From an optimization exercise on the open Yosys and OpenROAD flow, aimed at small area, a short achievable clock period and few clock cycles per item; shortcuts taken in it are not production practice. Function was not checked in any run shown here: the RTL went through the layout flow alone. Power is estimated from default activity; no workload was simulated.

--- flow/design.v ---
module sge_fsk_mod (
    input  wire       clk,
    input  wire       rst,
    input  wire       cfg_msb_first,    
    input  wire       cfg_invert_ss,    
    input  wire       in_valid,
    output wire       in_ready,
    input  wire [7:0] in_data,
    input  wire       in_last,
    output wire       out_valid,
    input  wire       out_ready,
    output wire [7:0] out_sample,
    output wire       out_last
);
    localparam [7:0]  SYNC_BYTE = 8'hAB;
    localparam [2:0] M_IDLE  = 3'd0;
    localparam [2:0] M_LEAD  = 3'd1;
    localparam [2:0] M_SYNC0 = 3'd2;
    localparam [2:0] M_SYNC1 = 3'd3;
    localparam [2:0] M_DATA  = 3'd4;
    localparam [2:0] M_TRAIL = 3'd5;
    reg  [2:0]  mode;       
    reg  [3:0]  bidx;       
    reg  [5:0]  samp;       
    reg         tone_q;     
    reg         nbit_q;     
    reg         last_q;     
    reg         ir_q;       
    reg         iv_q;       
    reg         ov_q;
    reg  [7:0]  os_q;
    reg         ol_q;
    assign in_ready   = ir_q;
    assign out_valid  = ov_q;
    assign out_sample = os_q;
    assign out_last   = ol_q;
    wire bit_end   = (samp == 6'd39);
    wire frame_end = bit_end && (bidx == 4'd15);
    wire stall     = (mode == M_DATA) && (bidx == 4'd0) && (samp == 6'd0) && !iv_q;
    wire have      = (mode != M_IDLE) && !stall;
    wire load      = have && (!ov_q || out_ready);
    function [6:0] qsin;
        input [6:0] k;
        begin
            case (k)
            7'd0: qsin = 7'd0;
            7'd1: qsin = 7'd3;
            7'd2: qsin = 7'd6;
            7'd3: qsin = 7'd9;
            7'd4: qsin = 7'd12;
            7'd5: qsin = 7'd16;
            7'd6: qsin = 7'd19;
            7'd7: qsin = 7'd22;
            7'd8: qsin = 7'd25;
            7'd9: qsin = 7'd28;
            7'd10: qsin = 7'd31;
            7'd11: qsin = 7'd34;
            7'd12: qsin = 7'd37;
            7'd13: qsin = 7'd40;
            7'd14: qsin = 7'd43;
            7'd15: qsin = 7'd46;
            7'd16: qsin = 7'd49;
            7'd17: qsin = 7'd51;
            7'd18: qsin = 7'd54;
            7'd19: qsin = 7'd57;
            7'd20: qsin = 7'd60;
            7'd21: qsin = 7'd63;
            7'd22: qsin = 7'd65;
            7'd23: qsin = 7'd68;
            7'd24: qsin = 7'd71;
            7'd25: qsin = 7'd73;
            7'd26: qsin = 7'd76;
            7'd27: qsin = 7'd78;
            7'd28: qsin = 7'd81;
            7'd29: qsin = 7'd83;
            7'd30: qsin = 7'd85;
            7'd31: qsin = 7'd88;
            7'd32: qsin = 7'd90;
            7'd33: qsin = 7'd92;
            7'd34: qsin = 7'd94;
            7'd35: qsin = 7'd96;
            7'd36: qsin = 7'd98;
            7'd37: qsin = 7'd100;
            7'd38: qsin = 7'd102;
            7'd39: qsin = 7'd104;
            7'd40: qsin = 7'd106;
            7'd41: qsin = 7'd107;
            7'd42: qsin = 7'd109;
            7'd43: qsin = 7'd111;
            7'd44: qsin = 7'd112;
            7'd45: qsin = 7'd113;
            7'd46: qsin = 7'd115;
            7'd47: qsin = 7'd116;
            7'd48: qsin = 7'd117;
            7'd49: qsin = 7'd118;
            7'd50: qsin = 7'd120;
            7'd51: qsin = 7'd121;
            7'd52: qsin = 7'd122;
            7'd53: qsin = 7'd122;
            7'd54: qsin = 7'd123;
            7'd55: qsin = 7'd124;
            7'd56: qsin = 7'd125;
            7'd57: qsin = 7'd125;
            7'd58: qsin = 7'd126;
            7'd59: qsin = 7'd126;
            7'd60: qsin = 7'd126;
            7'd61: qsin = 7'd127;
            7'd62: qsin = 7'd127;
            7'd63: qsin = 7'd127;
            7'd64: qsin = 7'd127;
            default: qsin = 7'd0;
            endcase
        end
    endfunction
    reg  [7:1] ph1;    
    reg  [15:8] ph8;    
    reg         c8;
    reg  [23:16] ph16;    
    reg         c16;
    reg  [31:24] ph24;    
    reg         c24;
    wire        tone_a3 = ahead3 ? nbit_q : tone_q;
    wire [7:0] sum1 = {1'b0, ph1} + (tone_a3 ? 8'd51 : 8'd94) + 1'b0;
    wire        tone_a2 = ahead2 ? nbit_q : tone_q;
    wire [8:0] sum8 = {1'b0, ph8} + (tone_a2 ? 9'd102 : 9'd187) + c8;
    wire        tone_a1 = ahead1 ? nbit_q : tone_q;
    wire [8:0] sum16 = {1'b0, ph16} + (tone_a1 ? 9'd102 : 9'd187) + c16;
    wire [8:0] sum24 = {1'b0, ph24} + (tone_q ? 9'd6 : 9'd11) + c24;
    always @(posedge clk) begin
        if (rst) begin
            ph1 <= 7'd25;
            ph8 <= 8'd204;
            c8 <= 1'b1;
            ph16 <= 8'd102;
            c16 <= 1'b0;
            ph24 <= 8'd0;
            c24 <= 1'b0;
        end else if (load) begin
            ph1 <= sum1[6:0];
            c8 <= sum1[7];
            ph8 <= sum8[7:0];
            c16 <= sum8[8];
            ph16 <= sum16[7:0];
            c24 <= sum16[8];
            ph24 <= sum24[7:0];
        end
    end
    wire ahead1 = (samp >= 6'd39);
    wire ahead2 = (samp >= 6'd38);
    wire ahead3 = (samp >= 6'd37);
    function [7:0] sine;
        input [7:0] i;
        reg [6:0] k;
        reg [6:0] m;
        begin
            k = i[6] ? (7'd0 - i[6:0]) : i[6:0];
            m = qsin(k);
            sine = i[7] ? (8'd0 - {1'b0, m}) : {1'b0, m};
        end
    endfunction
    reg  [2:0] n_mode;
    reg  [3:0] n_bidx;
    always @(*) begin
        n_mode = mode;
        n_bidx = bidx + 4'd1;
        if (bidx == 4'd15) begin
            case (mode)
                M_LEAD:  n_mode = M_SYNC0;
                M_SYNC0: n_mode = M_SYNC1;
                M_SYNC1: n_mode = M_DATA;
                M_DATA:  n_mode = last_q ? M_TRAIL : M_DATA;
                default: n_mode = M_LEAD;     
            endcase
            if (n_mode == M_LEAD || n_mode == M_TRAIL)
                n_bidx = 4'd14;
        end
    end
    wire       n_tonepart = (n_mode == M_LEAD) || (n_mode == M_TRAIL);
    wire [2:0] d_idx = cfg_msb_first ? {n_bidx[2], ~n_bidx[1:0]} : {~n_bidx[2], n_bidx[1:0]};
    wire [2:0] s_idx = {n_bidx[2], ~n_bidx[1:0]};
    reg n_bit;
    always @(*) begin
        if (n_tonepart)
            n_bit = 1'b1;
        else if (n_bidx < 4'd4)
            n_bit = cfg_invert_ss;
        else if (n_bidx < 4'd12)
            n_bit = (n_mode == M_DATA) ? in_data[d_idx] : SYNC_BYTE[s_idx];
        else
            n_bit = !cfg_invert_ss;
    end
    always @(posedge clk) begin
        if (rst) begin
            mode <= M_IDLE;
            ir_q <= 1'b0;
            ov_q <= 1'b0;
            iv_q <= 1'b0;
        end else begin
            iv_q <= in_valid && !ir_q;
            if (ir_q && in_valid)
                ir_q <= 1'b0;
            if (mode == M_IDLE && in_valid)
                mode <= M_LEAD;
            if (!ov_q || out_ready)
                ov_q <= have;
            if (load) begin
                if (frame_end)
                    mode <= (mode == M_TRAIL) ? (in_valid ? M_LEAD : M_IDLE) : n_mode;
                if ((mode == M_DATA) && (bidx == 4'd11) && bit_end)
                    ir_q <= 1'b1;
            end
        end
    end
    always @(posedge clk) begin
        nbit_q <= n_bit;
        if (ir_q && in_valid)
            last_q <= in_last;
        if (mode == M_IDLE) begin
            bidx   <= 4'd14;
            samp   <= 6'd0;
            tone_q <= 1'b1;
        end
        if (load) begin
            os_q <= sine(ph24);
            ol_q <= (mode == M_TRAIL) && frame_end;
            if (bit_end) begin
                samp   <= 6'd0;
                bidx   <= n_bidx;
                tone_q <= nbit_q;
            end else begin
                samp <= samp + 6'd1;
            end
        end
    end
endmodule
--- flow/flow/run.sh ---
#!/bin/bash
# The standard layout (the standard.sh) with two changes:
# - after the standard synthesis, the combinational logic is mapped again by
#   abc with a stronger area script (flow/reopt.sh); every register keeps its
#   cell, name and connections;
# - the port buffers are buf_2 cells instead of the default choice.
# Synthesis leaves full and half adders as plain gates (no adder cells).
set -euo pipefail
export ADDER_MAP_FILE=
export BUFFER_PORTS_ARGS="-buffer_cell sky130_fd_sc_hd__buf_2"
R=orfs/results/$FLOW_PLATFORM/sge_fsk_mod/base
bash standard.sh synth > synth.log 2>&1
cp $R/1_2_yosys.v std_synth.v
bash flow/reopt.sh std_synth.v $R/1_2_yosys.v reopt $PWD/flow/abc_deep.script > reopt_summary.log 2>&1
rm -f $R/1_synth.odb
bash standard.sh SETUP_SLACK_MARGIN=6 finish > flow.log 2>&1
--- flow/flow/abc_deep.script ---
strash
&get -n
&deepsyn -T 30
&put
dch -f
map -a
--- flow/flow/cells2v.py ---
#!/usr/bin/env python3
"""Rewrite a netlist of sky130 cells: every combinational cell becomes an
assign of its liberty function; sequential cells stay as instances.
usage: cells2v.py LIBERTY IN.v OUT.v"""
import os, re, sys
lib, src_path, dst_path = sys.argv[1:4]
funcs, seq = {}, set()
cur = pin = None
for line in open(lib):
    m = re.match(r'\s*cell\s*\(\s*"?(\w+)"?\s*\)', line)
    if m:
        cur = m.group(1); funcs[cur] = {}; continue
    if cur and re.match(r'\s*(ff|latch|ff_bank|latch_bank)\s*\(', line):
        seq.add(cur)
    m = re.match(r'\s*pin\s*\(\s*"?(\w+)"?\s*\)', line)
    if m:
        pin = m.group(1); continue
    m = re.match(r'\s*function\s*:\s*"(.*)"', line)
    if m and cur:
        funcs[cur][pin] = m.group(1)
src = open(src_path).read()
inst_re = re.compile(r'\n(\s*)(sky130_fd_sc_hd__\w+)\s+(\S+)\s*\((.*?)\);', re.S)
assigns = []
def repl(m):
    cell, conns = m.group(2), m.group(4)
    if cell in seq or (os.environ.get("KEEP_ADDERS") and re.search(r"__(fa|ha)_", cell)):
        return m.group(0)
    pins = dict((a, b.strip()) for a, b in re.findall(r'\.(\w+)\(([^()]*)\)', conns))
    for op, f in funcs[cell].items():
        if op not in pins or not pins[op]:
            continue
        e = f.replace('!', '~').replace("'", '')
        e = re.sub(r'\b([A-Z]\w*)\b', lambda mm: '(' + pins[mm.group(1)] + ' )' if mm.group(1) in pins else mm.group(1), e)
        e = re.sub(r'(?<![\w\\$])1(?![\w\]])', "1'b1", e) if e.strip() in ('1',) else e
        if e.strip() == '0': e = "1'b0"
        if e.strip() == '1': e = "1'b1"
        assigns.append(f"  assign {pins[op]} = {e};")
    return ''
res = inst_re.sub(repl, src)
res = res.replace('endmodule', '\n'.join(assigns) + '\nendmodule')
open(dst_path, 'w').write(res)
--- flow/flow/reopt.sh ---
#!/bin/bash
# usage: reopt.sh IN_NETLIST OUT_NETLIST WORKDIR ABC_SCRIPT
# re-optimises the combinational logic of a synthesized netlist with abc;
# sequential cells and their names are kept
set -euo pipefail
IN=$1; OUT=$2; W=$3; SCR=$4
HERE=$(cd "$(dirname "$0")" && pwd)
LIB=${LIB:-$FLOW_HOME/platforms/sky130hd/lib/sky130_fd_sc_hd__tt_025C_1v80.lib}
mkdir -p $W
python3 $HERE/cells2v.py $LIB $IN $W/comb0.v
if [ -n "${LATE_PORTS:-}" ]; then python3 $HERE/lmux.py $W/comb0.v $W/comb.v $LATE_PORTS; else cp $W/comb0.v $W/comb.v; fi
DU=""
for c in sky130_fd_sc_hd__probe_p_8 sky130_fd_sc_hd__probec_p_8 'sky130_fd_sc_hd__lpflow_*'; do DU="$DU -dont_use $c"; done
cat > $W/reopt.ys <<EOY
read_liberty -lib $LIB
read_verilog $W/comb.v
hierarchy -top sge_fsk_mod
proc; opt_clean
techmap; opt -fast
abc -liberty $LIB $DU -script $SCR
opt_clean -purge
hilomap -singleton -hicell sky130_fd_sc_hd__conb_1 HI -locell sky130_fd_sc_hd__conb_1 LO
splitnets
opt_clean -purge
stat -liberty $LIB
write_verilog -noattr -noexpr -nohex -nodec $OUT
EOY
yosys -s $W/reopt.ys > $W/reopt.log 2>&1
grep "Chip area" $W/reopt.log
--- flow/standard.sh ---
#!/bin/bash
# synth_recipe.tcl (not shown) runs the flow's synth.tcl, then flattens the netlist and writes it again
# the make line also repeats each setting of config.mk as NAME=value (left out here)
make -C /OpenROAD-flow-scripts/flow DESIGN_CONFIG=/design/flow/config.mk WORK_HOME=/design/flow/orfs CLKGATE_MAP_FILE= SYNTH_SCRIPT=/design/flow/synth_recipe.tcl "${@:-finish}"
--- flow/config.mk ---
export PLATFORM = sky130hd
export DESIGN_NAME = sge_fsk_mod
export DESIGN_NICKNAME = sge_fsk_mod
export VERILOG_FILES = /design/flow/design.v
export SDC_FILE = /design/flow/constraint.sdc
export NUM_CORES = 4
export LEC_CHECK = 0
export ABC_AREA = 1
export CAP_MARGIN = 20
export CORE_MARGIN = 2
export CORE_UTILIZATION = 40
export SETUP_SLACK_MARGIN = 5
export SLEW_MARGIN = 20
--- flow/constraint.sdc ---
create_clock -name core_clock -period 8.5 [get_ports {clk}]
set_input_delay 1.7000 -clock core_clock [delete_from_list [all_inputs] [get_ports {clk}]]
set_output_delay 1.7000 -clock core_clock [all_outputs]
set_load 0.01 [all_outputs]
==> qor.json, run 1 <==
{
  "outcome": {
    "status": "no timing/DRC/antenna violations"
  },
  "layout": {
    "num-nets-final": 726,
    "synthToLayoutAreaGrowth_pct": 80.1,
    "finish.cell_count_without_fillers": 824,
    "fillCellCount": 546,
    "num_antenna_cells": 0,
    "drive_gt1_share_pct": 52.5
  },
  "logic_synthesis": {
    "syn_inst": 523,
    "synth.yosys.warnings": 1,
    "synth.net_count": 538,
    "avgSynthCellArea_um2": 6.92,
    "syn_area_um2": 3620
  },
  "cts": {
    "clock-root-buffer": "clkbuf_8",
    "cts_tree": "yes",
    "cts_max_path_buffers": 2,
    "tritoncts_num_sinks": 62,
    "htree_levels": 3,
    "cts-buffers-inserted": 9,
    "clock_latency_ns": 0.36,
    "clk_pin_slew_ns": 0.07
  },
  "placed_design": {
    "post-dp-hpwl_mm": 6.31,
    "dpl.cell_count": 657,
    "globalplace.congestion": 0.958,
    "io_buffer_count": 25,
    "pre_cts_ws_ns": 4.52
  },
  "route": {
    "drt.antenna.violating_nets": 0,
    "wl_mm": 14.3,
    "route.detailed.drc": 0,
    "routedWlPerCell_um": 17.3,
    "routed_via_density": 5.59,
    "vias": 4610,
    "drtIter0Drc": 252,
    "detailedRoute.firstPassIterationCount": 5
  },
  "global_route": {
    "grt_first_pass_wirelength_mm": 19.4,
    "grt_antenna_before_repair": 0,
    "total_grt_overflow": 0,
    "grt_resource_usage_total_pct": 24.4,
    "vias_in_the_first_global_route": 4184,
    "grt_start_max_net_pins": 22
  },
  "die": {
    "die_w_um": 99.1,
    "num_rows": 34,
    "fp.coreArea_um2": 8760,
    "start_util_pct": 41.3,
    "die_y_um": 99.1,
    "boundaryPins": 26,
    "die_area_um2": 9830
  },
  "power": {
    "power_per_cell_area_nw_per_um2": 143,
    "cellLeakagePower_uw": 0.00275,
    "max-vdd-ir-drop_uv": 113
  },
  "timing": {
    "fin_worst_skew_ns": 0.0121,
    "drv_slew": 0,
    "setup_viol": 0,
    "fin_ws_ns": 5.37,
    "final.period_utilization_pct": 36.8,
    "fin_tns_setup_ns": 0,
    "fmax_mhz": 319,
    "min_period_ns": 3.13,
    "tightest_slew_ns": 0.560,
    "report.final.hold_viol_count": 0,
    "rsz0062_at_grt": "true",
    "slew_headroom_pct": 62.6
  },
  "run": {
    "max_cap_violations": 0
  },
  "worst_setup_path": {
    "worst-endpoint-required_ns": 8.60,
    "worst_setup_path_start_kind": "register",
    "cp_data_arrival_time_ns": 3.23,
    "crit_path_max_fanout": 6,
    "setup.worst_path.end_class": "register",
    "crit_type": "reg -> reg"
  },
  "worst_hold_path": {
    "hold_path.class": "reg -> reg"
  }
}
-- cell type report --
type	count	area (µm²)	area share (%)
clock buffer	13	170	2.61
clock inverter	3	17.5	0.269
inverter	73	402	6.16
multi-input combinational	388	2790	42.9
sequential	62	1420	21.8
tap	108	135	2.07
timing repair buffer	176	1560	23.9
timing repair inverter	1	16.3	0.250
-- critical path, stage by stage (launching register included) --
cell and delay, ns:
dfxtp_4 0.37, buf_4 0.16, xnor2_4 0.19, inv_4 0.07, nor2_4 0.11, inv_4 0.06, nor2_4 0.13, inv_4 0.06
nand3_1 0.11, clkinv_2 0.10, nand2_1 0.08, nand3_1 0.10, nand3_2 0.10, nand2_2 0.09, inv_4 0.09, nand2_4 0.05
nand2_2 0.07, nand2_2 0.05, buf_4 0.14, buf_4 0.12, buf_4 0.12, buf_4 0.12, buf_4 0.12, buf_4 0.13
xor2_1 0.13
-- metal layers --
metal / track usage [%] / up-vias / part of all wire (%)
met1: 30.6 / 2202 / 40
met5: 0 / - / 0
li1: - / 2160 / -
met2: 41.7 / 191 / 50
met3: 4.64 / 57 / 6.0
met4: 9.06 / 0 / 4.0
-- path summary, 6_finish.rpt --
path             from      end  slack, ns  cells after the start
max          ph24[25]  os_q[2]       5.37                     24
min            ph8[9]   ph8[9]       0.47                      2
max reg2reg  ph24[25]  os_q[2]       5.37                     24
min reg2reg    ph8[9]   ph8[9]       0.47                      2
-- registers in the layout (all words and copies together), names as in the netlist, 3 cells and up --
signal	flops
bidx	4
mode	3
os_q	8
ph1	7
ph16	8
ph24	8
ph8	8
samp	6
-- per-stage QoR --
stage	hold slack (ns)	power (µW)	utilization (%)	cell area, µm²
2_1_floorplan	0.430	461	-	3740
3_3_place_gp	0.442	497	45.7	4010
6_report	0.474	932	74.4	6520
4_1_cts	0.454	840	64.1	5620
5_1_grt	0.510	973	74.4	6520
3_5_place_dp	0.445	500	45.7	4010
-- where the power goes --
| part | switching (µW) | internal [µW] |
|---|---|---|
| registers | 23.1 | 328 |
| logic | 174 | 155 |
| clock network | 121 | 131 |
-- cells in the final DEF (no fill, tap or decap), drive strengths merged, types with 2 or more instances in the layout --
master	n
a211oi	3
o211ai	6
nand2	89
clkinv	55
clkbuf	13
o22ai	3
nor4	3
edfxtp	16
o221ai	4
and3	3
nand3	16
a22oi	2
a31oi	5
nor3	17
a221oi	2
nor2	82
o21ai	54
nand3b	2
bufbuf	2
a21oi	54
xnor2	4
buf	174
o31ai	2
nand4	8
clkinvlp	3
dfxtp	46
inv	19
xor2	20
-- timing repair --
item,4_1_cts,5_1_grt
pin swaps,53,75
gates cloned,3,0
gates resized for setup,168,162
buffers inserted,103,45
setup endpoints to repair,74,84
hold buffers,0,0
==> inputs of run 2 (changes only) <==
--- a/flow/flow/run.sh
+++ b/flow/flow/run.sh
@@ -13,4 +13,4 @@
 cp $R/1_2_yosys.v std_synth.v
 bash flow/reopt.sh std_synth.v $R/1_2_yosys.v reopt $PWD/flow/abc_deep.script > reopt_summary.log 2>&1
 rm -f $R/1_synth.odb
-bash standard.sh SETUP_SLACK_MARGIN=6 finish > flow.log 2>&1
+bash standard.sh SETUP_SLACK_MARGIN=5.6 finish > flow.log 2>&1
==> run 2 against run 1 <==
Synthesized cell count unchanged. Final cell count fell by 7.4%. Register-to-register slack improved by 0.02 ns. Worst hold slack got worse by 0.012 ns. Clock skew shrank 0.0010 ns. Highest routed layer unchanged. Clock-buffer cell count fell by 1. Still clean.
==> qor.json, run 2 <==
{
  "outcome": {
    "status": "no timing/DRC/antenna violations"
  },
  "cts": {
    "clock_latency_ns": 0.35,
    "tritoncts_num_sinks": 62,
    "clk_pin_slew_ns": 0.07,
    "post_cts_hold_buffer_count": 0,
    "cts_tree": "yes",
    "cts-buffers-inserted": 9,
    "cts_max_path_buffers": 2,
    "htree_levels": 3,
    "clock-root-buffer": "clkbuf_8"
  },
  "power": {
    "cellLeakagePower_uw": 0.00226,
    "power_per_cell_area_nw_per_um2": 151,
    "max-vdd-ir-drop_uv": 73.3
  },
  "timing": {
    "rsz0062_at_grt": "true",
    "setup_viol": 0,
    "fin_ws_ns": 5.39,
    "fin_tns_setup_ns": 0,
    "fmax_mhz": 321,
    "min_period_ns": 3.11,
    "report.final.hold_viol_count": 0,
    "slew_headroom_pct": 56.7,
    "fin_worst_skew_ns": 0.0111,
    "final.period_utilization_pct": 36.6,
    "drv_slew": 0,
    "tightest_slew_ns": 0.649
  },
  "layout": {
    "num-nets-final": 665,
    "final_core_utilization_pct": 62.8,
    "highest_count_cells_in_the_layout_ignoring_fill_and_taps": "69 x buf_4, 62 x nand2_1, 54 x nor2_1",
    "drive_gt1_share_pct": 41.2,
    "multi_input_area_um2": 2550,
    "fillCellCount": 744,
    "num_antenna_cells": 0,
    "synthToLayoutAreaGrowth_pct": 52.1,
    "layout.cells.most_common": "buf_4",
    "storage_element_area_um2": 1420
  },
  "worst_hold_path": {
    "hold_path.class": "reg -> reg",
    "timing.hold.worst_endpoint": "ph8[9]",
    "worstHoldPathCells": 2,
    "min_from": "ph8[9]"
  },
  "route": {
    "vias": 4107,
    "routedWlPerCell_um": 15.0,
    "drt.antenna.violating_nets": 0,
    "route.detailed.drc": 0,
    "detailedRoute.firstPassIterationCount": 4,
    "drtIter0Drc": 214,
    "wl_mm": 11.4,
    "routed_via_density": 5.38
  },
  "global_route": {
    "grt_antenna_before_repair": 0,
    "vias_in_the_first_global_route": 3851,
    "grt_start_max_net_pins": 22,
    "grt_first_pass_wirelength_mm": 17.1,
    "grt_resource_usage_total_pct": 21.5,
    "total_grt_overflow": 0
  },
  "worst_setup_path": {
    "critical_path.n_buffers_inverters": 5,
    "setup.worst_path.end_class": "register",
    "timing.critical_path.slowest_stage_cell": "dfxtp_4",
    "crit_path_max_fanout": 4,
    "cp_cell_sequence": "nand2_4, xnor2_2, clkinv_2, nor2_4, buf_4, nor2_1, inv_2, nor2_1, nor2_2, o221ai_2, a21oi_2, nand2_2, nand2_2, nand2_2, nand2_2, a21oi_2, nor2_1, nor2_1, buf_4, buf_6, xor2_1",
    "worst_setup_path_start_kind": "register",
    "cp_data_arrival_time_ns": 3.22,
    "cp_slowest_stage_delay_ns": 0.41,
    "setup.reg_to_reg.worst_slack_ns": 5.39,
    "critical_path_s_top_delay_family": "simple AND/OR/NAND/NOR gates",
    "r2r_end": "os_q[5]",
    "worstReg2RegStart": "ph24[30]",
    "rr_worst_depth": 21,
    "crit_type": "reg -> reg",
    "worst-endpoint-required_ns": 8.61
  },
  "logic_synthesis": {
    "syn_inst": 523,
    "synth.net_count": 538,
    "syn_area_um2": 3620,
    "avgSynthCellArea_um2": 6.92,
    "synth.yosys.warnings": 1
  },
  "die": {
    "num_rows": 34,
    "die_y_um": 99.1,
    "fp.coreArea_um2": 8760,
    "start_util_pct": 41.3,
    "boundaryPins": 26,
    "die_w_um": 99.1,
    "die_area_um2": 9830
  },
  "placed_design": {
    "io_buffer_count": 25,
    "post-dp-hpwl_mm": 5.86,
    "pre_cts_ws_ns": 4.04,
    "globalplace.congestion": 0.871
  },
  "run": {
    "max_cap_violations": 0
  }
}
-- run 2: cell count changes in the layout (fill, tap and decap cells not counted), sizes merged --
cell      previous run  this run
buf                174       113
clkbuf              13        12
a21oi               54        56
clkinv              55        57
clkinvlp             3         2
bufbuf               2         0
-- run 2: layout make-up --
type | instances | area share, %
tap | 108 | 2.45
multi-input combinational | 390 | 46.2
clock inverter | 4 | 0.409
clock buffer | 12 | 2.64
timing repair buffer | 113 | 15.9
sequential | 62 | 25.7
timing repair inverter | 1 | 0.159
inverter | 73 | 6.45
-- run 2: timing repair --
| action | 4_1_cts | 5_1_grt |
|---|---|---|
| setup endpoints to repair | 56 | 32 |
| setup buffers | 47 | 41 |
| gates resized for setup | 96 | 113 |
| pin swaps | 25 | 53 |
| cloned | 3 | 0 |
-- run 2: how the worst max path moves through the flow --
| stage | from | endpoint | slack (ns) | depth (start not counted) |
|---|---|---|---|---|
| 2_1_floorplan | out_ready | ph24[31] | 4.75 | 13 |
| 3_3_place_gp | out_ready | mode[0] | 4.15 | 9 |
| 3_5_place_dp | out_ready | ph24[30] | 4.04 | 14 |
| 4_1_cts | ph24[30] | os_q[6] | 5.56 | 25 |
| 5_1_grt | ph24[30] | os_q[5] | 5.15 | 23 |
| 6_report | ph24[30] | os_q[5] | 5.39 | 21 |
-- run 2: report_power, final --
part | internal, µW | total, µW | switching (µW) | leakage, µW
clock | 112 | 231 | 119 | 0.0000861
sequential | 329 | 349 | 20.5 | 0.000544
combinational | 109 | 251 | 141 | 0.00163
-- run 2: metrics by stage --
step	total power [µW]	instances	hold WS, ns	area [µm²]
2_1_floorplan	459	523	0.430	3680
3_3_place_gp	493	656	0.443	3940
3_5_place_dp	496	656	0.453	3940
4_1_cts	777	722	0.466	4800
5_1_grt	877	763	0.493	5510
6_report	831	763	0.462	5510
-- run 2: worst reg2reg max path: stages, from the launching register on --
cell      delay (ns)
dfxtp_4         0.41
nand2_4         0.06
xnor2_2         0.17
clkinv_2        0.15
nor2_4          0.17
buf_4           0.16
nor2_1          0.06
inv_2           0.10
nor2_1          0.07
nor2_2          0.15
o221ai_2        0.12
a21oi_2         0.26
nand2_2         0.10
nand2_2         0.10
nand2_2         0.06
nand2_2         0.09
a21oi_2         0.07
nor2_1          0.12
nor2_1          0.08
buf_4           0.14
buf_6           0.10
xor2_1          0.13
-- run 2: routing by layer --
layer  global-route usage [%]  up-vias  wire length (µm)
li1                         -     2049                 -
met1                     26.4     1928              4790
met2                     36.3      102              5860
met3                     4.22       28               461
met4                     10.1        0               329
met5                        0        -                 0
==> inputs of run 3 (changes only) <==
--- a/flow/flow/run.sh
+++ b/flow/flow/run.sh
@@ -13,4 +13,4 @@
 cp $R/1_2_yosys.v std_synth.v
 bash flow/reopt.sh std_synth.v $R/1_2_yosys.v reopt $PWD/flow/abc_deep.script > reopt_summary.log 2>&1
 rm -f $R/1_synth.odb
-bash standard.sh SETUP_SLACK_MARGIN=5.6 finish > flow.log 2>&1
+bash standard.sh SETUP_SLACK_MARGIN=5.3 finish > flow.log 2>&1
==> run 3 against run 2 <==
Still clean. Worst hold slack lost 0.0065 ns. Core utilization is 9.5 points lower. Synthesized cell count did not move. Critical endpoint is now os_q[6]. Largest cell class unchanged.
==> qor.json, run 3 <==
{
  "outcome": {
    "status": "no timing/DRC/antenna violations"
  },
  "worst_setup_path": {
    "endpoint": "os_q[6]",
    "crit_path_start": "ph24[24]",
    "cp_slowest_stage_delay_ns": 0.39,
    "critical-path-top-cell-by-count": "nand2_1",
    "rr_worst_depth": 25,
    "worst-endpoint-required_ns": 8.59,
    "worstReg2RegStart": "ph24[24]",
    "critical_path_s_top_delay_family": "simple AND/OR/NAND/NOR gates",
    "r2r_end": "os_q[6]",
    "setup.reg_to_reg.worst_slack_ns": 5.41,
    "cp_data_arrival_time_ns": 3.19,
    "setup.worst_path.end_class": "register",
    "timing.critical_path.slowest_stage_cell": "dfxtp_4",
    "crit_type": "reg -> reg",
    "worst_setup_path_start_kind": "register",
    "crit_cells": 25,
    "crit_path_max_fanout": 7,
    "critical_path.n_buffers_inverters": 5
  },
  "cts": {
    "cts-buffers-inserted": 9,
    "post_cts_hold_buffer_count": 0,
    "clock_latency_ns": 0.34,
    "cts_max_path_buffers": 2,
    "tritoncts_num_sinks": 62,
    "cts_tree": "yes",
    "clk_pin_slew_ns": 0.08,
    "clock-root-buffer": "clkbuf_8",
    "htree_levels": 3
  },
  "die": {
    "die_y_um": 99.1,
    "fp.coreArea_um2": 8760,
    "num_rows": 34,
    "start_util_pct": 41.3,
    "die_w_um": 99.1,
    "die_area_um2": 9830,
    "boundaryPins": 26
  },
  "global_route": {
    "grt_first_pass_wirelength_mm": 14.8,
    "grt_antenna_before_repair": 0,
    "grt_resource_usage_total_pct": 18.4,
    "grt_start_max_net_pins": 31,
    "total_grt_overflow": 0,
    "vias_in_the_first_global_route": 3297
  },
  "route": {
    "routed_via_density": 5.34,
    "top_layer": "met4",
    "drt.antenna.violating_nets": 0,
    "route.detailed.drc": 0,
    "vias": 3755,
    "drtIter0Drc": 169,
    "detailedRoute.firstPassIterationCount": 4,
    "routedLengthMet1_mm": 4.12,
    "routedWlPerCell_um": 13.0,
    "wl_mm": 9.15,
    "detailroute.wirelength.met2_mm": 4.56,
    "wl_met3_um": 320
  },
  "timing": {
    "fin_ws_ns": 5.41,
    "rsz0062_at_grt": "true",
    "final.period_utilization_pct": 36.4,
    "fmax_mhz": 323,
    "setup_viol": 0,
    "drv_slew": 0,
    "slew_headroom_pct": 53.8,
    "min_period_ns": 3.09,
    "tightest_slew_ns": 0.689,
    "fin_tns_setup_ns": 0,
    "fin_worst_skew_ns": 0.0160,
    "report.final.hold_viol_count": 0,
    "hold-worst-slack_ns": 0.456
  },
  "placed_design": {
    "post-dp-hpwl_mm": 5.82,
    "globalplace.congestion": 0.852,
    "io_buffer_count": 25,
    "pre_cts_ws_ns": 4.51
  },
  "power": {
    "max-vdd-ir-drop_uv": 100,
    "totalPowerFinal_uw": 798,
    "power_per_cell_area_nw_per_um2": 171,
    "cellLeakagePower_uw": 0.00185
  },
  "layout": {
    "layout.cells.most_common": "nand2_1",
    "drive_gt1_share_pct": 23.9,
    "highest_count_cells_in_the_layout_ignoring_fill_and_taps": "83 x nand2_1, 65 x nor2_1, 57 x clkinv_1",
    "final_core_utilization_pct": 53.3,
    "num_antenna_cells": 0,
    "synthToLayoutAreaGrowth_pct": 29.1,
    "num-nets-final": 605
  },
  "worst_hold_path": {
    "hold_path.class": "reg -> reg"
  },
  "logic_synthesis": {
    "synth.net_count": 538,
    "avgSynthCellArea_um2": 6.92,
    "syn_area_um2": 3620,
    "syn_inst": 523,
    "synth.yosys.warnings": 1
  },
  "run": {
    "max_cap_violations": 0
  }
}
## run 3: worst min path at each step
stage / cells after the start / to / start / slack [ns]
floorplan: 2 / ph1[7] / ph1[7] / 0.43
global placement: 2 / ph1[7] / ph1[7] / 0.44
detailed placement: 2 / ph1[7] / ph1[7] / 0.45
CTS: 2 / ph1[7] / ph1[7] / 0.46
global route: 2 / ph1[7] / ph1[7] / 0.49
finish: 2 / ph1[7] / ph1[7] / 0.46
## run 3: layer usage
metal,GRT usage [%],vias up
met1,23.5,1730
met5,0,-
met3,4.22,14
met4,5.69,0
li1,-,1926
met2,31.1,85
## run 3: final cells by class
| cell class | count | area (µm²) |
|---|---|---|
| Clock buffer | 13 | 159 |
| Clock inverter | 3 | 42.5 |
| Fill cell | 836 | 4090 |
| Inverter | 73 | 312 |
| Multi-Input combinational cell | 388 | 2170 |
| Sequential cell | 62 | 1420 |
| Tap cell | 108 | 135 |
| Timing Repair Buffer | 56 | 440 |
## run 3: worst reg2reg max path: stages (launching register included)
cell,delay (ns)
dfxtp_4,0.39
nand2_1,0.10
xnor2_2,0.20
clkinv_2,0.16
nor2_4,0.13
inv_2,0.05
nor2_2,0.13
inv_2,0.06
nand3_1,0.07
clkinv_1,0.12
nor2_2,0.13
a21oi_1,0.08
nand2_1,0.08
nand2_1,0.06
clkinv_1,0.06
nand2_1,0.07
nand2_1,0.07
nand2_1,0.07
nand2_1,0.08
nand2_2,0.06
a21oi_2,0.17
nor2_1,0.08
nor2_2,0.14
nor2_1,0.05
nor2_1,0.16
xor2_1,0.09
## run 3: stage by stage
| stage | area, µm² | std cells |
|---|---|---|
| floorplan | 3670 | 523 |
| global placement | 3950 | 658 |
| detailed placement | 3950 | 658 |
| CTS | 4310 | 679 |
| global route | 4670 | 703 |
| finish | 4670 | 703 |
## run 3: timing repair
action | 4_1_cts | 5_1_grt
endpoints found under the setup margin | 19 | 19
cloned | 2 | 1
pin swaps | 3 | 13
resized for setup | 22 | 57
setup buffers | 3 | 23
## run 3: power breakdown
group | switching (µW) | leakage [µW] | internal, µW | total, µW
clock network | 114 | 0.0000996 | 151 | 265
logic | 108 | 0.00121 | 77.0 | 185
registers | 18.8 | 0.000544 | 329 | 347
==> inputs of run 4 (changes only) <==
--- a/flow/flow/run.sh
+++ b/flow/flow/run.sh
@@ -13,4 +13,4 @@
 cp $R/1_2_yosys.v std_synth.v
 bash flow/reopt.sh std_synth.v $R/1_2_yosys.v reopt $PWD/flow/abc_deep.script > reopt_summary.log 2>&1
 rm -f $R/1_synth.odb
-bash standard.sh SETUP_SLACK_MARGIN=5.3 finish > flow.log 2>&1
+bash standard.sh finish > flow.log 2>&1
==> flow/flow/abc_deep.script (replaced) <==
strash
&get -n
&deepsyn -T 60
&dch -f
&nf -R 1000
&put
==> run 4 against run 3 <==
Core utilization down 2.9 points. Worst hold slack gained 0.0078 ns. Clock-buffer cell count down 1. Design area is 6.3% lower. Final cell count down 14%. Sequential power up 2%. Fmax down 7.5%. Combinational power decreased by 14%. Total power down 2.8%. Sequential cell count is the same. Synthesized cell count down 16%. Via count down 11%. Critical path type is now in -> reg. Highest routed layer unchanged.
==> qor.json, run 4 <==
{
  "die": {
    "boundaryPins": 26,
    "num_rows": 34,
    "die_area_um2": 9660,
    "fp.coreArea_um2": 8680,
    "die_y_um": 98.3,
    "die_w_um": 98.3,
    "start_util_pct": 41.0
  },
  "worst_hold_path": {
    "timing.hold.worst_endpoint": "iv_q",
    "hold_path.class": "reg -> reg",
    "worstHoldPathCells": 1,
    "min_from": "ir_q"
  },
  "power": {
    "cellLeakagePower_uw": 0.00161,
    "max-vdd-ir-drop_uv": 98.2,
    "power.internal_uw": 547,
    "power.switching_fraction_pct": 29.4,
    "proportion_of_power_drawn_by_combinational_gates_pct": 20.5,
    "power_per_cell_area_nw_per_um2": 177,
    "pwr-share-clk_pct": 34.0,
    "p_sw_uw": 228,
    "totalPowerFinal_uw": 776,
    "seq_power_share_pct": 45.5
  },
  "layout": {
    "num_antenna_cells": 0,
    "synthToLayoutAreaGrowth_pct": 23.0,
    "num-nets-final": 508,
    "highest_count_cells_in_the_layout_ignoring_fill_and_taps": "62 x nor2_1, 44 x a21oi_1, 43 x nand2_1, 43 x o21ai_0, 42 x dfxtp_1",
    "fillCellCount": 877,
    "drive_gt1_share_pct": 19.1,
    "layout.cells.most_common": "nor2_1"
  },
  "timing": {
    "hold-worst-slack_ns": 0.464,
    "tightest_slew_ns": 0.593,
    "slew_headroom_pct": 59.4,
    "drv_slew": 0,
    "fin_tns_setup_ns": 0,
    "final.period_utilization_pct": 39.3,
    "fmax_mhz": 299,
    "rsz0062_at_grt": "false",
    "report.final.hold_viol_count": 0,
    "min_period_ns": 3.34,
    "setup_viol": 0,
    "fin_ws_ns": 5.16,
    "fin_worst_skew_ns": 0.00737
  },
  "placed_design": {
    "post-dp-hpwl_mm": 5.36,
    "io_buffer_count": 25,
    "pre_cts_ws_ns": 4.51,
    "globalplace.congestion": 0.857
  },
  "worst_setup_path": {
    "crit_path_max_fanout": 29,
    "timing.critical_path.slowest_stage_cell": "a311oi_2",
    "crit_type": "in -> reg",
    "worst-endpoint-required_ns": 8.69,
    "cp_data_arrival_time_ns": 3.53,
    "worst_setup_path_start_kind": "primary input",
    "setup.worst_path.end_class": "register",
    "setup.reg_to_reg.worst_slack_ns": 5.20,
    "worstReg2RegStart": "ph24[24]",
    "critical-path-top-cell-by-count": "nor3_1",
    "rr_worst_depth": 14,
    "cp_cell_sequence": "buf_2, nand2b_1, nand2b_4, clkinv_8, nand2_2, nor3_1, a311oi_2, a21oi_1, nor2b_1, and2_4, and3_1, nor3_1",
    "cp_slowest_stage_delay_ns": 0.29,
    "r2r_end": "os_q[6]"
  },
  "cts": {
    "clk_pin_slew_ns": 0.07,
    "cts_tree": "yes",
    "post_cts_hold_buffer_count": 0,
    "cts-buffers-inserted": 9,
    "cts_max_path_buffers": 2,
    "tritoncts_num_sinks": 62,
    "htree_levels": 3,
    "clock_latency_ns": 0.33,
    "clock-root-buffer": "clkbuf_8"
  },
  "route": {
    "top_layer": "met4",
    "detailroute.wirelength.met2_mm": 4.01,
    "drtIter0Drc": 136,
    "vias": 3356,
    "routedLengthMet1_mm": 4.01,
    "routedWlPerCell_um": 13.9,
    "wl_met3_um": 334,
    "drt.antenna.violating_nets": 0,
    "route.detailed.drc": 0,
    "routed_via_density": 5.54,
    "detailedRoute.firstPassIterationCount": 4,
    "wl_mm": 8.45
  },
  "logic_synthesis": {
    "synth.yosys.warnings": 1,
    "avgSynthCellArea_um2": 8.08,
    "syn_area_um2": 3560,
    "syn_inst": 440,
    "synth.net_count": 455
  },
  "global_route": {
    "grt_antenna_before_repair": 0,
    "grt_resource_usage_total_pct": 17.5,
    "grt_start_max_net_pins": 30,
    "grt_first_pass_wirelength_mm": 13.9,
    "vias_in_the_first_global_route": 3043,
    "total_grt_overflow": 0
  },
  "outcome": {
    "status": "no timing/DRC/antenna violations"
  },
  "run": {
    "max_cap_violations": 0
  }
}
## run 4: worst max-delay path by stage
| stage | slack (ns) | cells after the start | start | endpoint |
|---|---|---|---|---|
| CTS | 4.94 | 15 | samp[1] | ph16[23] |
| global route | 4.95 | 14 | ph24[30] | os_q[5] |
| global placement | 4.57 | 12 | out_ready | ph24[31] |
| finish | 5.16 | 12 | out_ready | ph24[31] |
| floorplan | 4.98 | 11 | out_ready | ph24[31] |
| detailed placement | 4.51 | 12 | out_ready | ph24[31] |
## run 4: cell type report
type / instances / area (µm²) / area share (%)
timing repair buffer: 41 / 249 / 5.69
multi-input combinational: 370 / 2330 / 53.3
tap: 108 / 135 / 3.09
sequential: 62 / 1410 / 32.3
clock buffer: 12 / 155 / 3.55
inverter: 9 / 46.3 / 1.06
clock inverter: 4 / 45.0 / 1.03
## run 4: critical path, delay by kind of cell
| kind | cells | cell delay, ns |
|---|---|---|
| simple gates | 8 | 1.17 |
| compound gates | 2 | 0.42 |
| buf+inv | 2 | 0.23 |
## run 4: routing by layer
layer | track usage (%) | vias to the layer above
met5 | 0 | -
met1 | 23.1 | 1547
li1 | - | 1718
met2 | 28.9 | 82
met3 | 3.58 | 9
met4 | 5.37 | 0
## run 4: metrics by stage
step | instances | util, % | area [µm²]
2_1_floorplan | 440 | - | 3590
3_3_place_gp | 574 | 44.4 | 3860
3_5_place_dp | 574 | 44.4 | 3860
4_1_cts | 597 | 48.1 | 4180
5_1_grt | 606 | 50.4 | 4380
6_report | 606 | 50.4 | 4380
## run 4: power by group through the flow
stage	logic [µW]	registers [µW]	clock network [µW]
2_1_floorplan	106	354	0
3_3_place_gp	136	356	0
3_5_place_dp	138	357	0
4_1_cts	145	352	271
5_1_grt	178	356	288
6_report	159	353	264
## run 4: timing repair
item	CTS	global route
pin swaps	1	7
buffers inserted	6	9
endpoints found under the setup margin	9	11
gates cloned	1	0
gates resized for setup	13	36
==> inputs of run 5 (changes only) <==
==> flow/flow/abc_deep.script (replaced) <==
strash
&get -n
&deepsyn -T 60
&dch -f
&nf -R 100
&put
==> run 5 against run 4 <==
Global-route usage unchanged. Largest cell class unchanged. Final cell count stayed put. Synthesized cell count stayed put. Largest power group unchanged. Worst hold slack unchanged. Still clean. Total power stayed put. Critical path type unchanged. Via count stayed put. Sequential power hardly changed.
==> qor.json, run 5 <==
{
  "cts": {
    "cts_max_path_buffers": 2,
    "tritoncts_num_sinks": 62,
    "clock_latency_ns": 0.33,
    "cts_tree": "yes",
    "clk_pin_slew_ns": 0.07,
    "post_cts_hold_buffer_count": 0,
    "clock-root-buffer": "clkbuf_8",
    "htree_levels": 3,
    "cts-buffers-inserted": 9
  },
  "worst_setup_path": {
    "setup.reg_to_reg.worst_slack_ns": 5.20,
    "critical-path-top-cell-by-count": "nor3_1",
    "cp_slowest_stage_delay_ns": 0.29,
    "rr_worst_depth": 14,
    "critical_path.n_buffers_inverters": 2,
    "worst_setup_path_start_kind": "primary input",
    "crit_path_max_fanout": 29,
    "cp_data_arrival_time_ns": 3.53,
    "worst-endpoint-required_ns": 8.69,
    "cp_cell_sequence": "buf_2, nand2b_1, nand2b_4, clkinv_8, nand2_2, nor3_1, a311oi_2, a21oi_1, nor2b_1, and2_4, and3_1, nor3_1",
    "r2r_end": "os_q[6]",
    "crit_type": "in -> reg",
    "critical_path_s_top_delay_family": "simple AND/OR/NAND/NOR gates",
    "worstReg2RegStart": "ph24[24]",
    "setup.worst_path.end_class": "register",
    "timing.critical_path.slowest_stage_cell": "a311oi_2"
  },
  "layout": {
    "layout.cell_area.non_filler_um2": 4380,
    "layout.cells.most_common": "nor2_1",
    "synthToLayoutAreaGrowth_pct": 23.0,
    "drive_gt1_share_pct": 19.1,
    "num-nets-final": 508,
    "highest_count_cells_in_the_layout_ignoring_fill_and_taps": "62 x nor2_1, 44 x a21oi_1, 43 x nand2_1, 43 x o21ai_0, 42 x dfxtp_1",
    "num_antenna_cells": 0
  },
  "route": {
    "wl_mm": 8.45,
    "vias": 3356,
    "route.detailed.drc": 0,
    "drt.antenna.violating_nets": 0,
    "detailedRoute.firstPassIterationCount": 4,
    "drtIter0Drc": 136,
    "routed_via_density": 5.54,
    "routedWlPerCell_um": 13.9
  },
  "global_route": {
    "grt_antenna_before_repair": 0,
    "grt_start_max_net_pins": 30,
    "grt_resource_usage_total_pct": 17.5,
    "total_grt_overflow": 0,
    "grt_first_pass_wirelength_mm": 13.9,
    "vias_in_the_first_global_route": 3043
  },
  "logic_synthesis": {
    "syn_area_um2": 3560,
    "avgSynthCellArea_um2": 8.08,
    "synth.yosys.warnings": 1,
    "synth.net_count": 455,
    "syn_inst": 440
  },
  "placed_design": {
    "post-dp-hpwl_mm": 5.36,
    "pre_cts_ws_ns": 4.51,
    "globalplace.congestion": 0.857,
    "io_buffer_count": 25,
    "placed_area_um2": 3860
  },
  "power": {
    "cellLeakagePower_uw": 0.00161,
    "max-vdd-ir-drop_uv": 98.2,
    "power_per_cell_area_nw_per_um2": 177
  },
  "die": {
    "start_util_pct": 41.0,
    "boundaryPins": 26,
    "fp.coreArea_um2": 8680,
    "die_area_um2": 9660,
    "die_y_um": 98.3,
    "die_w_um": 98.3,
    "num_rows": 34
  },
  "timing": {
    "final.period_utilization_pct": 39.3,
    "drv_slew": 0,
    "report.final.hold_viol_count": 0,
    "slew_headroom_pct": 59.4,
    "fmax_mhz": 299,
    "rsz0062_at_grt": "false",
    "fin_ws_ns": 5.16,
    "min_period_ns": 3.34,
    "setup_viol": 0,
    "tightest_slew_ns": 0.593,
    "fin_tns_setup_ns": 0,
    "fin_worst_skew_ns": 0.00737
  },
  "worst_hold_path": {
    "hold_path.class": "reg -> reg",
    "worstHoldPathCells": 1,
    "timing.hold.worst_endpoint": "iv_q",
    "min_from": "ir_q"
  },
  "run": {
    "max_cap_violations": 0
  },
  "outcome": {
    "status": "no timing/DRC/antenna violations"
  }
}
run 5: worst max path at each step:
stage | cells past startpoint | endpoint | start | slack (ns)
final | 12 | ph24[31] | out_ready | 5.16
after detailed placement | 12 | ph24[31] | out_ready | 4.51
after global routing | 14 | os_q[5] | ph24[30] | 4.95
after global placement | 12 | ph24[31] | out_ready | 4.57
after floorplan | 11 | ph24[31] | out_ready | 4.98
after CTS | 15 | ph16[23] | samp[1] | 4.94
run 5: area by class of cell:
class	instances	area, µm²
well taps	108	135
flip-flops and latches	62	1410
multi-input cells	370	2330
fillers	877	4300
clock inverters	4	45.0
inverters	9	46.3
clock buffers	12	155
repair buffers	41	249
run 5: power breakdown:
group	leakage [µW]	switching [µW]	internal (µW)	total (µW)
clock	0.000106	113	150	264
combinational	0.000964	89.9	69.2	159
sequential	0.000543	24.9	328	353
run 5: layer usage:
layer | part of all wire [%] | wire, µm | global-route usage, % | vias to the layer above
met5 | 0 | 0 | 0 | -
met4 | 1.1 | 93 | 5.37 | 0
met3 | 4.0 | 334 | 3.58 | 9
met2 | 47 | 4010 | 28.9 | 82
met1 | 47 | 4010 | 23.1 | 1547
li1 | - | - | - | 1718
run 5: timing repair:
item | in CTS | in global routing
pin swaps | 1 | 7
buffers inserted | 6 | 9
setup endpoints to repair | 9 | 11
gates cloned | 1 | 0
gates resized for setup | 13 | 36
run 5: stage by stage:
step	hold slack [ns]	instances	util [%]	power, µW
2_1_floorplan	0.434	440	-	460
3_3_place_gp	0.444	574	44.4	493
3_5_place_dp	0.445	574	44.4	495
4_1_cts	0.458	597	48.1	768
5_1_grt	0.503	606	50.4	823
6_report	0.464	606	50.4	776
==> inputs of run 6 (changes only) <==
==> flow/flow/abc_deep.script (replaced) <==
strash
&get -n
&deepsyn -T 60
&dch -f
&nf -R 1000
&put
--- a/flow/config.mk
+++ b/flow/config.mk
@@ -9,5 +9,7 @@
 export CAP_MARGIN = 20
 export CORE_MARGIN = 2
 export CORE_UTILIZATION = 40
+export CTS_CLUSTER_DIAMETER = 200
+export CTS_CLUSTER_SIZE = 60
 export SETUP_SLACK_MARGIN = 5
 export SLEW_MARGIN = 20
==> run 6 against run 5 <==
Still clean. Setup slack unchanged. Via count is the same. Synthesized cell count stayed put. Synthesized area is the same. Routed wire length unchanged. Critical path type unchanged. Critical endpoint unchanged.
==> qor.json, run 6 <==
{
  "power": {
    "power.switching_fraction_pct": 29.4,
    "seq_power_share_pct": 45.5,
    "p_sw_uw": 228,
    "proportion_of_power_drawn_by_combinational_gates_pct": 20.5,
    "pwr-share-clk_pct": 34.0,
    "power.internal_uw": 547,
    "max-vdd-ir-drop_uv": 98.2,
    "cellLeakagePower_uw": 0.00161,
    "power_per_cell_area_nw_per_um2": 177
  },
  "worst_setup_path": {
    "cp_cell_sequence": "buf_2, nand2b_1, nand2b_4, clkinv_8, nand2_2, nor3_1, a311oi_2, a21oi_1, nor2b_1, and2_4, and3_1, nor3_1",
    "cp_slowest_stage_delay_ns": 0.29,
    "crit_cells": 12,
    "crit_path_max_fanout": 29,
    "rr_worst_depth": 14,
    "worst-endpoint-required_ns": 8.69,
    "setup.worst_path.end_class": "register",
    "r2r_end": "os_q[6]",
    "setup.reg_to_reg.worst_slack_ns": 5.20,
    "worstReg2RegStart": "ph24[24]",
    "critical-path-top-cell-by-count": "nor3_1",
    "critical_path_s_top_delay_family": "simple AND/OR/NAND/NOR gates",
    "critical_path.n_buffers_inverters": 2,
    "timing.critical_path.slowest_stage_cell": "a311oi_2",
    "worst_setup_path_start_kind": "primary input",
    "crit_type": "in -> reg",
    "endpoint": "ph24[31]",
    "crit_path_start": "out_ready",
    "cp_data_arrival_time_ns": 3.53
  },
  "timing": {
    "hold-worst-slack_ns": 0.464,
    "drv_slew": 0,
    "report.final.hold_viol_count": 0,
    "fmax_mhz": 299,
    "fin_worst_skew_ns": 0.00737,
    "final.period_utilization_pct": 39.3,
    "setup_viol": 0,
    "tightest_slew_ns": 0.593,
    "min_period_ns": 3.34,
    "slew_headroom_pct": 59.4,
    "fin_tns_setup_ns": 0,
    "rsz0062_at_grt": "false"
  },
  "worst_hold_path": {
    "hold_path.class": "reg -> reg",
    "min_from": "ir_q"
  },
  "cts": {
    "cts-buffers-inserted": 9,
    "post_cts_hold_buffer_count": 0,
    "cts_max_path_buffers": 2,
    "clock_latency_ns": 0.33,
    "cts_tree": "yes",
    "clock-root-buffer": "clkbuf_8",
    "tritoncts_num_sinks": 62,
    "clk_pin_slew_ns": 0.07,
    "htree_levels": 3
  },
  "route": {
    "wl_mm": 8.45,
    "routed_via_density": 5.54,
    "routedWlPerCell_um": 13.9,
    "drtIter0Drc": 136,
    "route.detailed.drc": 0,
    "drt.antenna.violating_nets": 0,
    "vias": 3356,
    "detailedRoute.firstPassIterationCount": 4
  },
  "layout": {
    "layout.cell_area.non_filler_um2": 4380,
    "highest_count_cells_in_the_layout_ignoring_fill_and_taps": "62 x nor2_1, 44 x a21oi_1, 43 x nand2_1, 43 x o21ai_0, 42 x dfxtp_1",
    "drive_gt1_share_pct": 19.1,
    "fillCellCount": 877,
    "synthToLayoutAreaGrowth_pct": 23.0,
    "finish.cell_count_without_fillers": 606,
    "num_antenna_cells": 0,
    "layout.cells.most_common": "nor2_1",
    "num-nets-final": 508
  },
  "logic_synthesis": {
    "syn_area_um2": 3560,
    "avgSynthCellArea_um2": 8.08,
    "syn_inst": 440,
    "synth.yosys.warnings": 1,
    "synth.net_count": 455
  },
  "placed_design": {
    "post-dp-hpwl_mm": 5.36,
    "dpl.cell_count": 574,
    "io_buffer_count": 25,
    "globalplace.congestion": 0.857,
    "placed_area_um2": 3860
  },
  "die": {
    "start_util_pct": 41.0,
    "num_rows": 34,
    "die_w_um": 98.3,
    "die_y_um": 98.3,
    "boundaryPins": 26,
    "die_area_um2": 9660,
    "fp.coreArea_um2": 8680
  },
  "global_route": {
    "grt_first_pass_wirelength_mm": 13.9,
    "grt_resource_usage_total_pct": 17.5,
    "grt_start_max_net_pins": 30,
    "grt_antenna_before_repair": 0,
    "vias_in_the_first_global_route": 3043,
    "total_grt_overflow": 0
  },
  "run": {
    "max_cap_violations": 0
  },
  "outcome": {
    "status": "no timing/DRC/antenna violations"
  }
}
==> run 6: cell counts in the layout (fill, tap and decap cells not counted) <==
Identical to the previous run, type by type.
==> run 6: stage by stage <==
| step | setup slack [ns] | util, % | total power (µW) |
|---|---|---|---|
| 4_1_cts | 4.94 | 48.1 | 768 |
| 5_1_grt | 4.95 | 50.4 | 823 |
| 6_report | 5.16 | 50.4 | 776 |
| 3_3_place_gp | 4.57 | 44.4 | 493 |
| 2_1_floorplan | 4.98 | - | 460 |
| 3_5_place_dp | 4.51 | 44.4 | 495 |
==> run 6: how the worst min path moves through the flow <==
stage | endpoint | slack (ns) | cells after the start
detailed placement | iv_q | 0.45 | 1
global route | iv_q | 0.50 | 1
finish | iv_q | 0.46 | 1
global placement | iv_q | 0.44 | 1
CTS | iv_q | 0.46 | 1
floorplan | ph8[9] | 0.43 | 1
==> run 6: layer usage <==
| metal | up-vias | routed length, µm | track usage [%] |
|---|---|---|---|
| met5 | - | 0 | 0 |
| met3 | 9 | 334 | 3.58 |
| met4 | 0 | 93 | 5.37 |
| li1 | 1718 | - | - |
| met1 | 1547 | 4010 | 23.1 |
| met2 | 82 | 4010 | 28.9 |
==> run 6: layout make-up <==
class	instances	area, µm²	share of cell area [%]
clock inverter	4	45.0	1.03
timing repair buffer	41	249	5.69
tap	108	135	3.09
multi-input combinational	370	2330	53.3
clock buffer	12	155	3.55
inverter	9	46.3	1.06
sequential	62	1410	32.3
==> run 6: repair_timing <==
action,4_1_cts,5_1_grt
hold endpoints to repair,0,0
pin swaps,1,7
gates resized for setup,13,36
setup endpoints to repair,9,11
setup buffers,6,9
cloned,1,0
==> run 6: power groups by stage <==
stage / sequential, µW / combinational (µW) / clock [µW]
finish: 353 / 159 / 264
global route: 356 / 178 / 288
CTS: 352 / 145 / 271
detailed placement: 357 / 138 / 0
global placement: 356 / 136 / 0
floorplan: 354 / 106 / 0
==> inputs of run 7 (changes only) <==
--- a/flow/design.v
+++ b/flow/design.v
@@ -119,23 +119,25 @@
     reg         c16;
     reg  [31:24] ph24;    
     reg         c24;
+    wire        tone_a4 = ahead4 ? nbit_q : tone_q;
+    wire [7:0] sum1 = {1'b0, ph1} + (tone_a4 ? 8'd51 : 8'd94) + 1'b0;
     wire        tone_a3 = ahead3 ? nbit_q : tone_q;
-    wire [7:0] sum1 = {1'b0, ph1} + (tone_a3 ? 8'd51 : 8'd94) + 1'b0;
+    wire [8:0] sum8 = {1'b0, ph8} + (tone_a3 ? 9'd102 : 9'd187) + c8;
     wire        tone_a2 = ahead2 ? nbit_q : tone_q;
-    wire [8:0] sum8 = {1'b0, ph8} + (tone_a2 ? 9'd102 : 9'd187) + c8;
+    wire [8:0] sum16 = {1'b0, ph16} + (tone_a2 ? 9'd102 : 9'd187) + c16;
     wire        tone_a1 = ahead1 ? nbit_q : tone_q;
-    wire [8:0] sum16 = {1'b0, ph16} + (tone_a1 ? 9'd102 : 9'd187) + c16;
-    wire [8:0] sum24 = {1'b0, ph24} + (tone_q ? 9'd6 : 9'd11) + c24;
-    always @(posedge clk) begin
-        if (rst) begin
-            ph1 <= 7'd25;
-            ph8 <= 8'd204;
-            c8 <= 1'b1;
-            ph16 <= 8'd102;
-            c16 <= 1'b0;
-            ph24 <= 8'd0;
+    wire [8:0] sum24 = {1'b0, ph24} + (tone_a1 ? 9'd6 : 9'd11) + c24;
+    always @(posedge clk) begin
+        if (rst || load) begin
+          if (rst) begin
+            ph1 <= 7'd76;
+            ph8 <= 8'd51;
+            c8 <= 1'b0;
+            ph16 <= 8'd204;
+            c16 <= 1'b1;
+            ph24 <= 8'd6;
             c24 <= 1'b0;
-        end else if (load) begin
+          end else begin
             ph1 <= sum1[6:0];
             c8 <= sum1[7];
             ph8 <= sum8[7:0];
@@ -143,21 +145,24 @@
             ph16 <= sum16[7:0];
             c24 <= sum16[8];
             ph24 <= sum24[7:0];
+          end
         end
     end
     wire ahead1 = (samp >= 6'd39);
     wire ahead2 = (samp >= 6'd38);
     wire ahead3 = (samp >= 6'd37);
-    function [7:0] sine;
-        input [7:0] i;
-        reg [6:0] k;
-        reg [6:0] m;
-        begin
-            k = i[6] ? (7'd0 - i[6:0]) : i[6:0];
-            m = qsin(k);
-            sine = i[7] ? (8'd0 - {1'b0, m}) : {1'b0, m};
-        end
-    endfunction
+    wire ahead4 = (samp >= 6'd36);
+    reg        sg_q;
+    reg  [6:0] k_q;
+    wire [6:0] k_n = ph24[30] ? (7'd0 - ph24[30:24]) : ph24[30:24];
+    wire [6:0] m_q = qsin(k_q);
+    wire [7:0] sine_q = sg_q ? (8'd0 - {1'b0, m_q}) : {1'b0, m_q};
+    always @(posedge clk) begin
+        if (rst || load) begin
+            sg_q <= !rst && ph24[31];
+            k_q  <= rst ? 7'd0 : k_n;
+        end
+    end
     reg  [2:0] n_mode;
     reg  [3:0] n_bidx;
     always @(*) begin
@@ -189,9 +194,14 @@
         else
             n_bit = !cfg_invert_ss;
     end
+    wire start = (mode == M_IDLE) && in_valid;
+    always @(posedge clk) begin
+        if (rst || start || (load && frame_end))
+            mode <= rst ? M_IDLE : start ? M_LEAD :
+                    (mode == M_TRAIL) ? (in_valid ? M_LEAD : M_IDLE) : n_mode;
+    end
     always @(posedge clk) begin
         if (rst) begin
-            mode <= M_IDLE;
             ir_q <= 1'b0;
             ov_q <= 1'b0;
             iv_q <= 1'b0;
@@ -199,37 +209,25 @@
             iv_q <= in_valid && !ir_q;
             if (ir_q && in_valid)
                 ir_q <= 1'b0;
-            if (mode == M_IDLE && in_valid)
-                mode <= M_LEAD;
             if (!ov_q || out_ready)
                 ov_q <= have;
-            if (load) begin
-                if (frame_end)
-                    mode <= (mode == M_TRAIL) ? (in_valid ? M_LEAD : M_IDLE) : n_mode;
-                if ((mode == M_DATA) && (bidx == 4'd11) && bit_end)
-                    ir_q <= 1'b1;
-            end
+            if (load && (mode == M_DATA) && (bidx == 4'd11) && bit_end)
+                ir_q <= 1'b1;
         end
     end
     always @(posedge clk) begin
         nbit_q <= n_bit;
         if (ir_q && in_valid)
             last_q <= in_last;
-        if (mode == M_IDLE) begin
-            bidx   <= 4'd14;
-            samp   <= 6'd0;
-            tone_q <= 1'b1;
-        end
+        if ((mode == M_IDLE) || (load && bit_end)) begin
+            bidx   <= (mode == M_IDLE) ? 4'd14 : n_bidx;
+            tone_q <= (mode == M_IDLE) ? 1'b1 : nbit_q;
+        end
+        if ((mode == M_IDLE) || load)
+            samp <= ((mode == M_IDLE) || bit_end) ? 6'd0 : samp + 6'd1;
         if (load) begin
-            os_q <= sine(ph24);
+            os_q <= sine_q;
             ol_q <= (mode == M_TRAIL) && frame_end;
-            if (bit_end) begin
-                samp   <= 6'd0;
-                bidx   <= n_bidx;
-                tone_q <= nbit_q;
-            end else begin
-                samp <= samp + 6'd1;
-            end
         end
     end
 endmodule
--- a/flow/flow/run.sh
+++ b/flow/flow/run.sh
@@ -11,6 +11,6 @@
 R=orfs/results/$FLOW_PLATFORM/sge_fsk_mod/base
 bash standard.sh synth > synth.log 2>&1
 cp $R/1_2_yosys.v std_synth.v
-bash flow/reopt.sh std_synth.v $R/1_2_yosys.v reopt $PWD/flow/abc_deep.script > reopt_summary.log 2>&1
+cp std_synth.v $R/1_2_yosys.v
 rm -f $R/1_synth.odb
 bash standard.sh finish > flow.log 2>&1
--- a/flow/config.mk
+++ b/flow/config.mk
@@ -9,7 +9,5 @@
 export CAP_MARGIN = 20
 export CORE_MARGIN = 2
 export CORE_UTILIZATION = 40
-export CTS_CLUSTER_DIAMETER = 200
-export CTS_CLUSTER_SIZE = 60
 export SETUP_SLACK_MARGIN = 5
 export SLEW_MARGIN = 20
==> run 7 against run 6 <==
Sequential cell count up 8. Combinational power grew to 7.4 times the previous value. First-iteration DRC count rose by 120%. Highest routed layer unchanged. Design area is 28% higher. Sequential share of layout area increased by 4.6 points. Critical endpoint is now ph24[27]. Still clean on timing, DRC and antenna.
==> qor.json, run 7 <==
{
  "logic_synthesis": {
    "synth_cell_types": 40,
    "synth.net_count": 728,
    "syn_inst": 713,
    "syn_area_um2": 4990,
    "synth_enable_flop_cells": 66,
    "yosysMostFrequentCell": "nand2_1",
    "most_area_consuming_cells_after_synthesis": "edfxtp_1 40%, nand2_1 16%, nand3_1 8.4%",
    "async_flop_share_pct": 0,
    "synth_top_area_share_pct": 39.7,
    "synthTopCellsByCount": "217 x nand2_1, 98 x inv_1, 84 x nand3_1",
    "yosysSeqAreaShare_pct": 41.3,
    "ys.flop_type": "edfxtp_1",
    "postSynthRegisterBits": 70,
    "synth_area_leader_cell": "edfxtp_1",
    "synth.yosys.warnings": 1,
    "avgSynthCellArea_um2": 6.99
  },
  "route": {
    "routed_via_density": 5.00,
    "wl_met3_um": 375,
    "routedWlPerCell_um": 11.9,
    "vias": 4546,
    "detailroute.wirelength.met2_mm": 5.33,
    "drt.antenna.violating_nets": 0,
    "wl_mm": 10.8,
    "detailedRoute.firstPassIterationCount": 4,
    "route.detailed.drc": 0,
    "drtIter0Drc": 300,
    "routedLengthMet1_mm": 5.01,
    "top_layer": "met4"
  },
  "worst_hold_path": {
    "hold_path.class": "reg -> reg",
    "min_from": "ov_q",
    "worstHoldPathCells": 2
  },
  "layout": {
    "layout.cells.most_common": "nand2_1",
    "highest_count_cells_in_the_layout_ignoring_fill_and_taps": "216 x nand2_1, 98 x inv_1, 84 x nand3_1",
    "synthToLayoutAreaGrowth_pct": 12.0,
    "multi_input_area_um2": 2470,
    "storage_element_area_um2": 2060,
    "drive_gt1_share_pct": 11.1,
    "fillCellCount": 1208,
    "final_core_utilization_pct": 46.1,
    "num-nets-final": 752,
    "num_antenna_cells": 0
  },
  "worst_setup_path": {
    "crit_path_max_fanout": 42,
    "crit_path_start": "rst",
    "rr_worst_depth": 6,
    "worstReg2RegStart": "mode[0]",
    "worst_setup_path_start_kind": "primary input",
    "endpoint": "ph24[27]",
    "r2r_end": "ph24[27]",
    "setup.reg_to_reg.worst_slack_ns": 5.97,
    "setup.worst_path.end_class": "register",
    "crit_type": "in -> reg",
    "worst-endpoint-required_ns": 8.45,
    "cp_data_arrival_time_ns": 2.92
  },
  "die": {
    "boundaryPins": 26,
    "num_rows": 40,
    "die_w_um": 116,
    "die_area_um2": 13400,
    "fp.coreArea_um2": 12100,
    "start_util_pct": 41.2,
    "die_y_um": 116
  },
  "global_route": {
    "grt_antenna_before_repair": 0,
    "total_grt_overflow": 0,
    "grt_start_max_net_pins": 43,
    "vias_in_the_first_global_route": 4228,
    "grt_resource_usage_total_pct": 17.1,
    "grt_first_pass_wirelength_mm": 18.7
  },
  "placed_design": {
    "post-dp-hpwl_mm": 8.08,
    "io_buffer_count": 25,
    "globalplace.congestion": 0.917
  },
  "cts": {
    "tritoncts_num_sinks": 70,
    "clock-root-buffer": "clkbuf_16",
    "cts_tree": "yes",
    "cts_max_path_buffers": 2,
    "cts_post_setup_buffers_inserted": 0,
    "cts-buffers-inserted": 9,
    "clock_latency_ns": 0.33,
    "cts_resized": 0,
    "htree_levels": 3,
    "clk_pin_slew_ns": 0.06,
    "post_cts_hold_buffer_count": 0
  },
  "timing": {
    "fin_worst_skew_ns": 0.00661,
    "fmax_mhz": 337,
    "setup_viol": 0,
    "slew_headroom_pct": 35.3,
    "final.period_utilization_pct": 35.0,
    "rsz0062_at_grt": "false",
    "min_period_ns": 2.97,
    "report.final.hold_viol_count": 0,
    "fin_tns_setup_ns": 0,
    "tightest_slew_ns": 0.968,
    "drv_slew": 0
  },
  "run": {
    "max_cap_violations": 0
  },
  "power": {
    "power_per_cell_area_nw_per_um2": 405,
    "max-vdd-ir-drop_uv": 192,
    "cellLeakagePower_uw": 0.00270
  },
  "outcome": {
    "status": "no timing/DRC/antenna violations"
  }
}
run 7: report_power, final:
group          switching, µW  leakage (µW)  internal, µW
clock                    139      0.000149           255
sequential               126      0.000712           575
combinational            773       0.00184           393
total                   1040       0.00270          1220
run 7: metrics by stage:
stage	hold WS [ns]	std cells	total power (µW)	area, µm²	worst slack (ns)
after global routing	0.549	910	2490	5590	5.35
after floorplan	0.505	713	1620	4990	5.34
after CTS	0.523	910	2270	5590	5.48
final	0.516	910	2260	5590	5.53
after detailed placement	0.511	894	1860	5280	5.14
after global placement	0.504	894	1840	5280	5.18
run 7: metal layers:
metal | global-route usage (%) | vias to the layer above
met2 | 30.1 | 93
met4 | 4.21 | 0
met3 | 3.29 | 8
li1 | - | 2395
met5 | 0 | -
met1 | 21.8 | 2050
run 7: kinds of logic (layout without fill, tap and decap cells):
family	after synthesis	in the layout	synth area share (%)
DFF	70	70	41.3
buffers and inverters	118	147	9.08
AOI/OAI and AO/OA	100	100	11.0
xor gates and xnor gates	7	7	1.23
and+or+nand+nor	418	418	37.3
run 7: worst min-delay path by stage:
| stage | end | slack [ns] |
|---|---|---|
| after floorplan | iv_q | 0.51 |
| after global placement | ov_q | 0.50 |
| after detailed placement | iv_q | 0.51 |
| after CTS | ir_q | 0.52 |
| after global routing | ov_q | 0.55 |
| final | ov_q | 0.52 |
run 7: cell type report:
class | instances | area share [%]
multi-input cells | 525 | 44.3
flip-flops and latches | 70 | 36.9
inverters | 105 | 7.08
clock buffers | 9 | 4.03
well taps | 168 | 3.76
repair buffers | 26 | 2.37
clock inverters | 7 | 1.57
run 7: critical path, stage by stage:
cell	delay [ns]
buf_2	0.34
inv_1	0.12
nand2_2	0.72

## static timing again, ports no longer ideal
How much do the figures lean on ideal ports? The routed layouts below were timed once more, with nothing changed but the port constraints. Step 1: set_driving_cell puts a clkbuf_16 on clk and a buf_2 on each other input, an assumption about the parent block. Step 2 times the ports against the registers' clock, not the clock port: input delays grow and output delays shrink by t, the midpoint of the rising clock arrivals with the driver on. Slacks: ideal / step 1 / step 2; pairs: ideal / step 1.
run | shift t [ns] | slack for setup (ns) | worst hold slack (ns)
run 1 | 0.381 | 5.368 / 5.368 / 5.153 | 0.474 / 0.474 / 0.474
run 2 | 0.377 | 5.388 / 5.388 / 5.119 | 0.462 / 0.462 / 0.462
run 3 | 0.367 | 5.406 / 5.406 / 5.108 | 0.456 / 0.456 / 0.456
run 4 | 0.358 | 5.156 / 5.167 / 4.809 | 0.464 / 0.464 / 0.464
run 5 | 0.358 | 5.156 / 5.167 / 4.809 | 0.464 / 0.464 / 0.464
run 6 | 0.358 | 5.156 / 5.167 / 4.809 | 0.464 / 0.464 / 0.464
run 7 | 0.365 | 5.529 / 5.549 / 5.183 | 0.516 / 0.516 / 0.516
After both steps setup and hold are still met in every run listed.
